Source: an optimization exercise on an open RTL-to-GDS flow (aim: small area, a short achievable clock period and few clock cycles per item). Production flows keep margins and buffers that such runs may drop. The RTL was checked by simulation tests, not by an equivalence proof against the original design. No activity file was given, so power comes from the tool's default toggle rates.

`design/flow/constraint.sdc`:
```
create_clock -name core_clock -period 9.5 [get_ports {clk}]
set_input_delay 1.9000 -clock core_clock [delete_from_list [all_inputs] [get_ports {clk}]]
set_output_delay 1.9000 -clock core_clock [all_outputs]
set_load 0.01 [all_outputs]
```
`design/flow/design.v`:
```
module pwse_sha256 (
    input  wire         clk,
    input  wire         load,
    input  wire [511:0] block,    
    output reg          run,
    output wire [255:0] digest    
);
    localparam [255:0] IV = {
        32'h6a09e667, 32'hbb67ae85, 32'h3c6ef372, 32'ha54ff53a,
        32'h510e527f, 32'h9b05688c, 32'h1f83d9ab, 32'h5be0cd19
    };
    reg [31:0] a, b, c, d, e, f, g, h;
    reg [31:0] w [0:15];
    reg [5:0]  rnd;
    function [31:0] rotr(input [31:0] x, input integer n);
        rotr = (x >> n) | (x << (32 - n));
    endfunction
    reg [31:0] k;
    always @(*) begin
        case (rnd)
            6'd0:  k = 32'h428a2f98; 6'd1:  k = 32'h71374491;
            6'd2:  k = 32'hb5c0fbcf; 6'd3:  k = 32'he9b5dba5;
            6'd4:  k = 32'h3956c25b; 6'd5:  k = 32'h59f111f1;
            6'd6:  k = 32'h923f82a4; 6'd7:  k = 32'hab1c5ed5;
            6'd8:  k = 32'hd807aa98; 6'd9:  k = 32'h12835b01;
            6'd10: k = 32'h243185be; 6'd11: k = 32'h550c7dc3;
            6'd12: k = 32'h72be5d74; 6'd13: k = 32'h80deb1fe;
            6'd14: k = 32'h9bdc06a7; 6'd15: k = 32'hc19bf174;
            6'd16: k = 32'he49b69c1; 6'd17: k = 32'hefbe4786;
            6'd18: k = 32'h0fc19dc6; 6'd19: k = 32'h240ca1cc;
            6'd20: k = 32'h2de92c6f; 6'd21: k = 32'h4a7484aa;
            6'd22: k = 32'h5cb0a9dc; 6'd23: k = 32'h76f988da;
            6'd24: k = 32'h983e5152; 6'd25: k = 32'ha831c66d;
            6'd26: k = 32'hb00327c8; 6'd27: k = 32'hbf597fc7;
            6'd28: k = 32'hc6e00bf3; 6'd29: k = 32'hd5a79147;
            6'd30: k = 32'h06ca6351; 6'd31: k = 32'h14292967;
            6'd32: k = 32'h27b70a85; 6'd33: k = 32'h2e1b2138;
            6'd34: k = 32'h4d2c6dfc; 6'd35: k = 32'h53380d13;
            6'd36: k = 32'h650a7354; 6'd37: k = 32'h766a0abb;
            6'd38: k = 32'h81c2c92e; 6'd39: k = 32'h92722c85;
            6'd40: k = 32'ha2bfe8a1; 6'd41: k = 32'ha81a664b;
            6'd42: k = 32'hc24b8b70; 6'd43: k = 32'hc76c51a3;
            6'd44: k = 32'hd192e819; 6'd45: k = 32'hd6990624;
            6'd46: k = 32'hf40e3585; 6'd47: k = 32'h106aa070;
            6'd48: k = 32'h19a4c116; 6'd49: k = 32'h1e376c08;
            6'd50: k = 32'h2748774c; 6'd51: k = 32'h34b0bcb5;
            6'd52: k = 32'h391c0cb3; 6'd53: k = 32'h4ed8aa4a;
            6'd54: k = 32'h5b9cca4f; 6'd55: k = 32'h682e6ff3;
            6'd56: k = 32'h748f82ee; 6'd57: k = 32'h78a5636f;
            6'd58: k = 32'h84c87814; 6'd59: k = 32'h8cc70208;
            6'd60: k = 32'h90befffa; 6'd61: k = 32'ha4506ceb;
            6'd62: k = 32'hbef9a3f7; default: k = 32'hc67178f2;
        endcase
    end
    wire [31:0] s1  = rotr(e, 6) ^ rotr(e, 11) ^ rotr(e, 25);
    wire [31:0] ch  = (e & f) ^ (~e & g);
    wire [31:0] t1  = h + s1 + ch + k + w[0];
    wire [31:0] s0  = rotr(a, 2) ^ rotr(a, 13) ^ rotr(a, 22);
    wire [31:0] maj = (a & b) ^ (a & c) ^ (b & c);
    wire [31:0] t2  = s0 + maj;
    wire [31:0] ws0  = rotr(w[1], 7) ^ rotr(w[1], 18) ^ (w[1] >> 3);
    wire [31:0] ws1  = rotr(w[14], 17) ^ rotr(w[14], 19) ^ (w[14] >> 10);
    wire [31:0] wnew = w[0] + ws0 + w[9] + ws1;
    integer i;
    always @(posedge clk) begin
        if (load) begin
            {a, b, c, d, e, f, g, h} <= IV;
            for (i = 0; i < 16; i = i + 1)
                w[i] <= block[511 - 32*i -: 32];
            rnd <= 6'd0;
            run <= 1'b1;
        end else if (run) begin
            h <= g;
            g <= f;
            f <= e;
            e <= d + t1;
            d <= c;
            c <= b;
            b <= a;
            a <= t1 + t2;
            for (i = 0; i < 15; i = i + 1)
                w[i] <= w[i+1];
            w[15] <= wnew;
            rnd <= rnd + 6'd1;
            if (rnd == 6'd63)
                run <= 1'b0;
        end
    end
    assign digest = {IV[255:224] + a, IV[223:192] + b, IV[191:160] + c, IV[159:128] + d,
                     IV[127:96]  + e, IV[95:64]   + f, IV[63:32]   + g, IV[31:0]    + h};
endmodule
module pwse (
    input  wire        clk,
    input  wire        rst_n,
    input  wire        bus_sel,
    input  wire        bus_we,
    input  wire [7:0]  bus_addr,
    input  wire [3:0]  bus_be,
    input  wire [31:0] bus_wdata,
    output reg  [31:0] bus_rdata,
    output wire        bus_err,
    output wire        irq
);
    localparam [31:0] ID_VAL  = 32'h50575345;
    localparam [31:0] CFG_VAL = 32'h20100120;
    localparam [7:0] OP_NOP       = 8'h00;
    localparam [7:0] OP_SRST      = 8'h01;
    localparam [7:0] OP_ABORT     = 8'h02;
    localparam [7:0] OP_SEEDCLR   = 8'h10;
    localparam [7:0] OP_SEEDB     = 8'h11;
    localparam [7:0] OP_SETTGT    = 8'h20;
    localparam [7:0] OP_SETTGTDEF = 8'h21;
    localparam [7:0] OP_SEARCH    = 8'h30;
    localparam [7:0] OP_VERIFY    = 8'h31;
    localparam [1:0] MODE_IDLE   = 2'd0;
    localparam [1:0] MODE_SEARCH = 2'd1;
    localparam [1:0] MODE_VERIFY = 2'd2;
    localparam [1:0] PH_START = 2'd0;    
    localparam [1:0] PH_HASH1 = 2'd1;    
    localparam [1:0] PH_HASH2 = 2'd2;    
    localparam [255:0] IV = {
        32'h6a09e667, 32'hbb67ae85, 32'h3c6ef372, 32'ha54ff53a,
        32'h510e527f, 32'h9b05688c, 32'h1f83d9ab, 32'h5be0cd19
    };
    reg [1:0]   mode;
    reg [6:1]   status;           
    reg [6:1]   irq_en;
    reg [3:0]   err_code;
    reg [7:0]   err_exp;
    reg [8:0]   err_act;
    reg [63:0]  nonce;
    reg [7:0]   target;
    reg [7:0]   seed_cnt;
    reg [255:0] seed;             
    reg [63:0]  iters;
    reg [63:0]  res_nonce;
    reg [7:0]   res_tgt;
    reg [8:0]   res_lzc;
    reg [255:0] res_digest;       
    reg [1:0]   phase;
    reg [63:0]  cand;
    wire busy = (mode != MODE_IDLE);
    wire acc_ok = (bus_addr[1:0] == 2'b00) && (bus_be == 4'hF);
    assign bus_err = bus_sel && !acc_ok;
    wire rd = bus_sel && acc_ok && !bus_we;
    wire wr = bus_sel && acc_ok && bus_we;
    wire [31:0] wd = bus_wdata;
    wire [7:0] opc  = wd[7:0];
    wire [7:0] imm8 = wd[15:8];
    wire fmt_n_ok = (wd[31:8] == 24'd0);
    wire fmt_i_ok = (wd[31:16] == 16'd0);
    wire cmd_wr   = wr && (bus_addr == 8'h08);
    wire is_nop       = (opc == OP_NOP)       && fmt_n_ok;
    wire is_srst      = (opc == OP_SRST)      && fmt_n_ok;
    wire is_abort     = (opc == OP_ABORT)     && fmt_n_ok;
    wire is_seedclr   = (opc == OP_SEEDCLR)   && fmt_n_ok;
    wire is_seedb     = (opc == OP_SEEDB)     && fmt_i_ok;
    wire is_settgt    = (opc == OP_SETTGT)    && fmt_i_ok;
    wire is_settgtdef = (opc == OP_SETTGTDEF) && fmt_n_ok;
    wire is_search    = (opc == OP_SEARCH)    && fmt_n_ok;
    wire is_verify    = (opc == OP_VERIFY)    && fmt_n_ok;
    wire is_legal = is_nop | is_srst | is_abort | is_seedclr | is_seedb |
                    is_settgt | is_settgtdef | is_search | is_verify;
    wire do_srst  = cmd_wr && is_srst;
    wire do_abort = cmd_wr && is_abort && busy;
    wire [63:0] cand_next = (mode == MODE_SEARCH) ? nonce + 64'd1 : nonce;
    function [31:0] bswap(input [31:0] x);
        bswap = {x[7:0], x[15:8], x[23:16], x[31:24]};
    endfunction
    wire [511:0] block1 = {
        bswap(seed[31:0]),    bswap(seed[63:32]),   bswap(seed[95:64]),   bswap(seed[127:96]),
        bswap(seed[159:128]), bswap(seed[191:160]), bswap(seed[223:192]), bswap(seed[255:224]),
        bswap(cand_next[31:0]), bswap(cand_next[63:32]),
        32'h80000000, 32'h0, 32'h0, 32'h0, 32'h0, 32'h00000140
    };
    wire         sha_run;
    wire [255:0] sha_digest;
    wire [511:0] block2 = {
        sha_digest,
        32'h80000000, 32'h0, 32'h0, 32'h0, 32'h0, 32'h0, 32'h0, 32'h00000100
    };
    wire start1 = busy && (phase == PH_START);
    wire start2 = busy && (phase == PH_HASH1) && !sha_run;
    wire finish = busy && (phase == PH_HASH2) && !sha_run;
    pwse_sha256 u_sha (
        .clk    (clk),
        .load   (start1 | start2),
        .block  (start1 ? block1 : block2),
        .run    (sha_run),
        .digest (sha_digest)
    );
    reg [8:0] lzc;
    integer j;
    always @(*) begin
        lzc = 9'd256;
        for (j = 0; j < 256; j = j + 1)
            if (sha_digest[j])
                lzc = 9'd255 - j[8:0];
    end
    wire meets = (lzc >= {1'b0, target});
    wire [255:0] digest_le;
    genvar gw;
    generate
        for (gw = 0; gw < 8; gw = gw + 1) begin : g_dle
            assign digest_le[32*gw +: 32] = bswap(sha_digest[255 - 32*gw -: 32]);
        end
    endgenerate
    always @(posedge clk) begin
        if (!rst_n || do_srst) begin
            mode       <= MODE_IDLE;
            status     <= 6'd0;
            irq_en     <= 6'd0;
            err_code   <= 4'd0;
            err_exp    <= 8'd0;
            err_act    <= 9'd0;
            nonce      <= 64'd0;
            target     <= 8'd16;
            seed_cnt   <= 8'd0;
            seed       <= 256'd0;
            iters      <= 64'd0;
            res_nonce  <= 64'd0;
            res_tgt    <= 8'd0;
            res_lzc    <= 9'd0;
            res_digest <= 256'd0;
            phase      <= PH_START;
        end else begin
            if (wr) begin
                case (bus_addr)
                    8'h08: begin
                        if (is_nop || is_abort) begin
                        end else if (busy) begin
                            status[5] <= 1'b1;
                        end else if (!is_legal) begin
                            status[2] <= 1'b1;
                            err_code  <= 4'd4;
                            err_exp   <= 8'd0;
                            err_act   <= {1'b0, opc};
                        end else if (is_seedclr) begin
                            seed     <= 256'd0;
                            seed_cnt <= 8'd0;
                        end else if (is_seedb) begin
                            if (seed_cnt < 8'd32)
                                seed[8*seed_cnt[4:0] +: 8] <= imm8;
                            if (seed_cnt != 8'd255)
                                seed_cnt <= seed_cnt + 8'd1;
                        end else if (is_settgt) begin
                            target <= imm8;
                            if (imm8 == 8'd0) begin
                                status[2] <= 1'b1;
                                err_code  <= 4'd2;
                                err_exp   <= 8'd1;
                                err_act   <= 9'd0;
                            end
                        end else if (is_settgtdef) begin
                            target <= 8'd16;
                        end else if (is_search || is_verify) begin
                            status[1] <= 1'b0;
                            status[2] <= 1'b0;
                            status[3] <= 1'b0;
                            status[4] <= 1'b0;
                            status[6] <= 1'b0;
                            err_code  <= 4'd0;
                            err_exp   <= 8'd0;
                            err_act   <= 9'd0;
                            iters     <= 64'd0;
                            if (target == 8'd0) begin
                                status[2] <= 1'b1;
                                err_code  <= 4'd2;
                                err_exp   <= 8'd1;
                                err_act   <= 9'd0;
                            end else if (seed_cnt != 8'd32) begin
                                status[2] <= 1'b1;
                                err_code  <= 4'd1;
                                err_exp   <= 8'd32;
                                err_act   <= {1'b0, seed_cnt};
                            end else begin
                                mode  <= is_search ? MODE_SEARCH : MODE_VERIFY;
                                phase <= PH_START;
                            end
                        end
                    end
                    8'h0C: begin
                        if (wd[1]) status[1] <= 1'b0;
                        if (wd[2]) status[2] <= 1'b0;
                        if (wd[3]) status[3] <= 1'b0;
                        if (wd[4]) status[4] <= 1'b0;
                        if (wd[5]) status[5] <= 1'b0;
                        if (wd[6]) status[6] <= 1'b0;
                    end
                    8'h10: irq_en <= wd[6:1];
                    8'h18: if (busy) status[5] <= 1'b1; else nonce[31:0]  <= wd;
                    8'h1C: if (busy) status[5] <= 1'b1; else nonce[63:32] <= wd;
                    default: ;
                endcase
            end
            if (busy) begin
                if (do_abort) begin
                    mode      <= MODE_IDLE;
                    status[6] <= 1'b1;
                end else if (start1) begin
                    cand  <= cand_next;
                    phase <= PH_HASH1;
                end else if (start2) begin
                    phase <= PH_HASH2;
                end else if (finish) begin
                    phase <= PH_START;
                    if (mode == MODE_SEARCH) begin
                        nonce <= cand;
                        iters <= iters + 64'd1;
                        if (cand == 64'h8000_0000_0000_0000)
                            status[4] <= 1'b1;
                    end else begin
                        iters <= 64'd1;
                    end
                    if (meets) begin
                        res_nonce  <= cand;
                        res_tgt    <= target;
                        res_lzc    <= lzc;
                        res_digest <= digest_le;
                        status[1]  <= 1'b1;
                        if (mode == MODE_SEARCH && $signed(cand) > $signed(64'd500000))
                            status[3] <= 1'b1;
                        mode <= MODE_IDLE;
                    end else if (mode == MODE_VERIFY) begin
                        status[2] <= 1'b1;
                        err_code  <= 4'd3;
                        err_exp   <= target;
                        err_act   <= lzc;
                        mode      <= MODE_IDLE;
                    end
                end
            end
        end
    end
    always @(*) begin
        bus_rdata = 32'd0;
        if (rd) begin
            case (bus_addr)
                8'h00: bus_rdata = ID_VAL;
                8'h04: bus_rdata = CFG_VAL;
                8'h0C: bus_rdata = {25'd0, status, busy};
                8'h10: bus_rdata = {25'd0, irq_en, 1'b0};
                8'h14: bus_rdata = {7'd0, err_act, err_exp, 4'd0, err_code};
                8'h18: bus_rdata = nonce[31:0];
                8'h1C: bus_rdata = nonce[63:32];
                8'h20: bus_rdata = {24'd0, target};
                8'h24: bus_rdata = {24'd0, seed_cnt};
                8'h28: bus_rdata = iters[31:0];
                8'h2C: bus_rdata = iters[63:32];
                8'h30: bus_rdata = res_nonce[31:0];
                8'h34: bus_rdata = res_nonce[63:32];
                8'h38: bus_rdata = {7'd0, res_lzc, 8'd0, res_tgt};
                8'h40, 8'h44, 8'h48, 8'h4C, 8'h50, 8'h54, 8'h58, 8'h5C:
                    bus_rdata = seed[32*bus_addr[4:2] +: 32];
                8'h60, 8'h64, 8'h68, 8'h6C, 8'h70, 8'h74, 8'h78, 8'h7C:
                    bus_rdata = res_digest[32*bus_addr[4:2] +: 32];
                default: bus_rdata = 32'd0;
            endcase
        end
    end
    assign irq = |(status & irq_en);
endmodule
```
`design/flow/config.mk`:
```
export PLATFORM = sky130hd
export DESIGN_NAME = pwse
export DESIGN_NICKNAME = pwse
export VERILOG_FILES = /design/flow/design.v
export SDC_FILE = /design/flow/constraint.sdc
export NUM_CORES = 4
export LEC_CHECK = 0
export CAP_MARGIN = 20
export CORE_MARGIN = 2
export CORE_UTILIZATION = 40
export SLEW_MARGIN = 20
```
`design/flow/run.sh`:
```
#!/bin/bash
# synth_recipe.tcl (not shown) runs the flow's synth.tcl, then flattens the netlist and writes it again
# the make line also repeats each setting of config.mk as NAME=value (left out here)
make -C /OpenROAD-flow-scripts/flow DESIGN_CONFIG=/design/flow/config.mk WORK_HOME=/design/flow/orfs CLKGATE_MAP_FILE= SYNTH_SCRIPT=/design/flow/synth_recipe.tcl finish
```
==> run summary <==
## registers in the layout, indices dropped and copies added (netlist names), 9 cells and up
name	flops
cand	64
err_act	9
iters	64
nonce	64
res_digest	256
res_lzc	9
res_nonce	64
seed	256
u_sha.a	32
u_sha.b	32
u_sha.c	32
u_sha.d	32
u_sha.e	32
u_sha.f	32
u_sha.g	32
u_sha.h	32
u_sha.k	32
u_sha.w	512
## worst max-delay path, stage by stage (launching register included)
cell       delay [ns]
dfxtp_1          0.46
or4_1            0.65
or2_0            0.40
o41a_1           0.64
o2111a_1         0.31
a311oi_2         0.62
nand3b_1         0.27
o2111ai_1        0.50
o311ai_0         0.27
a2111oi_0        1.11
buf_4            0.29
o221ai_1         0.20
a21oi_1          0.40
nor2_1           0.15
ha_1             0.34
a21o_1           0.16
a21o_1           0.18
a21o_1           0.17
a21oi_1          0.15
nor2b_1          0.06
o21ai_0          0.17
nand2b_1         0.10
a21o_1           0.23
nor2_1           0.29
nor2_4           0.10
buf_12           0.20
buf_12           0.21
a211oi_1         0.27
## placed cells by master, fill, tap and decap left out, types with 175 or more instances in the layout
cell type | synthesis | final
nand2_1 | 1304 | 1300
and3_1 | 236 | 235
xnor2_1 | 431 | 429
inv_1 | 407 | 406
clkbuf_16 | 0 | 193
a22oi_1 | 317 | 317
fa_1 | 187 | 187
edfxtp_1 | 576 | 576
buf_4 | 14 | 306
nor2_1 | 1438 | 1428
o21ai_0 | 548 | 544
nand3_1 | 175 | 175
dfxtp_1 | 1069 | 1068
mux2i_1 | 348 | 347
a211oi_1 | 280 | 278
a21oi_1 | 729 | 728
xor2_1 | 254 | 252
## stage by stage
stage	std cells	area [sq um]	total power, W
floorplan	11220	98420	0.007492
global placement	14010	103000	0.007586
detailed placement	14010	103100	0.007587
CTS	14370	109600	0.01523
global route	14370	109600	0.01551
finish	14380	109600	0.01520
## where the power goes
| part | internal [W] | switching [W] |
|---|---|---|
| clock | 0.00443 | 0.00334 |
| sequential | 0.00723 | 0.0000000103 |
| combinational | 0.0000525 | 0.000155 |
| total | 0.0117 | 0.00349 |
## worst max-delay path by stage
stage,start,to,slack (ns)
floorplan,mode[1],u_sha.w[0][0],0.1
global route,u_sha.d[15],res_digest[250],0.31
global placement,u_sha.d[15],res_digest[66],0.55
CTS,u_sha.d[15],res_digest[75],0.63
detailed placement,u_sha.d[15],res_digest[75],0.72
finish,u_sha.d[15],res_digest[243],0.36
## routing by layer
layer | up-vias | part of all wire (%)
li1 | 39830 | -
met1 | 45680 | 40
met2 | 5924 | 41
met3 | 1026 | 12
met4 | 16 | 6.6
met5 | - | 0.025
## area by class of cell
type | count | area, sq um | area share (%)
Multi-Input combinational cell | 8315 | 55130 | 50.28
Sequential cell | 1645 | 38700 | 35.30
Clock buffer | 268 | 5421 | 4.945
Tap cell | 3220 | 4029 | 3.675
Timing Repair Buffer | 415 | 3660 | 3.338
Inverter | 415 | 1558 | 1.421
Clock inverter | 90 | 1120 | 1.021
Antenna cell | 9 | 22.52 | 0.02054
## kinds of logic after synthesis
group           share of synthesized area [%]
buf+inv                                 4.886
fa+ha+maj                               5.899
compound gates                          19.50
xor+xnor                                6.136
mux                                     6.847
simple gates                            17.41
flops                                   39.32
==> summary.txt <==
GRT
  – M2 GR Usage: 51.37%
  – GR Overflow Total: 0
  – First-pass GRT wire length: 655,600 um
  – GR Layer Usage met3: 10.09%
  – Met1 GRT Util: 49.98%
  – Initial antenna violation count: 47
  – Total GRT Usage: 36.37%
  – GR peak layer: met2
  – Largest net degree at the start of global routing: 181
  – Vias in the first global route: 84,740

Worst setup path
  – Reg2Reg Setup Slack: 0.36 ns
  – CP Data Arrival Time: 9.86 ns
  – Reg-to-reg critical path startpoint: u_sha.d[15]
  – Critical path endpoint category: flop
  – CP Launch Type: flop
  – Worst Path Class, Setup: flop to flop
  – Reg-to-Reg End: res_digest[243]
  – Critical Path Fanout Max: 54
  – Worst reg-to-reg path cell count: 27
  – Worst EP required: 10.22 ns

Timing
  – Setup TNS: 0 ns
  – Pin slew with the least headroom to its limit: 1.289 ns
  – Worst hold slack: 0.4518 ns
  – Unrepaired setup endpoints after global routing: false
  – Final setup viols: 0
  – Final Hold Fails: 0
  – Worst Skew: 0.07814 ns
  – Final Slew Violations: 0
  – Max Clock Freq: 0.1094 GHz
  – Final setup margin: 0.3602 ns
  – Slew Limit Headroom: 13.45%
  – Crit share post-route: 96.21%
  – Fin crit period: 9.140 ns

Yosys
  – Sequential area share after synthesis: 39.32%
  – Mapped Nets: 11,610
  – Most instantiated cells after synthesis: nor2_1 (1,438), nand2_1 (1,304), dfxtp_1 (1,069)
  – Number of synthesized register bits: 1,645
  – Count leader, synth: nor2_1
  – Synth cell types: 100
  – Post-synth EDFFs: 576
  – Ys Warns: 3
  – Netlist Area Pre-Place: 98,410 sq um
  – Synth top area share: 21.75%
  – Gate Count Post-Synth: 11,220
  – Share of async-settable or async-resettable flops after synthesis: 0%
  – Largest cells by area after synthesis: dfxtp_1 (22%), edfxtp_1 (18%), nor2_1 (5.5%)
  – Synthesized area per cell: 8.775 sq um
  – Synth area leader: dfxtp_1
  – Main flop type after synthesis: dfxtp_1

Layout
  – Share of cells above drive strength 1: 8.145%
  – Synth-to-layout area growth: 11.42%
  – Fill cells: 23,760
  – NumNets Final: 11,380
  – Final core utilization: 44.71%

CTS
  – TritonCTS buffer count: 189
  – TritonCTS clock tree: yes
  – Root Driver: clkbuf_16
  – # hold bufs at CTS: 0
  – Clk buf depth: 3
  – Worst-Skew Late Latency: 0.88 ns
  – Clk sinks: 1,645
  – Post-CTS setup buffers: 0
  – Reg clk slew, reported paths: 0.06 ns
  – Post_cts resized: 0
  – Htree depth: 4

Worst hold path
  – Hold Crit Depth: 2
  – Hold/Removal Path Class: flop to flop
  – Min-delay src: res_digest[220]
  – Hold Crit Endpoint: res_digest[220]

Floorplanning
  – Die extent in y: 500.0 um
  – Core ar.: 245,300 sq um
  – # rows: 182
  – Initial core utilization: 40.13%
  – Die area: 250,000 sq um
  – Die width: 500.0 um
  – # IOs: 82

Routing
  – Initial DRC count: 14,900
  – Wire length per cell: 32.70 um
  – Pre-antenna DRT Iters: 8
  – DRC errors left: 0
  – DR vias/cell: 6.432
  – Routed WL: 470,100 um
  – Post-route ant nets: 0
  – Via count: 92,470

Power and ir drop
  – PwrDens: 138.7 nW/um^2
  – Static leakage: 39.11 nW
  – VDD IR max: 180.0 uV

Place
  – Pre-CTS WS: 0.7156 ns
  – Dpl hpwl: 351,100 um
  – GPL Wtd Cong: 1.007
  – I/O Buffers: 81

Flow run
  – MaxCap Viol Count: 0

Status
  – Status: timing/DRC/antenna clean
Testbench counts, summed over its fixed seeds: cycles 1,777,501, items 13,535.

## static timing again, ports no longer ideal
Ports are ideal in the flow. The routed layout listed here was re-timed in OpenROAD. Step 1 assumes that a clkbuf_16 drives the clock port and a buf_2 every other input. Step 2 adds t to the input delays and takes it off the output delays; t is the mean of the earliest and latest rising clock arrival at the registers after step 1. Input paths then give back, and output paths get back, about the clock's delay inside the block. Slacks: no drivers / after step 1 / after step 2; pairs: no drivers / after step 1.
t (ns): 0.928
setup slack, ns: 0.360 / 0.360 / 0.360
worst setup path after step 2: register to register
worst data-port slew with drivers (ns): 0.04
After both steps this run still meets setup and hold. For this run, drivers alone change the setup slack by 0.000 ns; drivers and shift together by 0.000 ns.
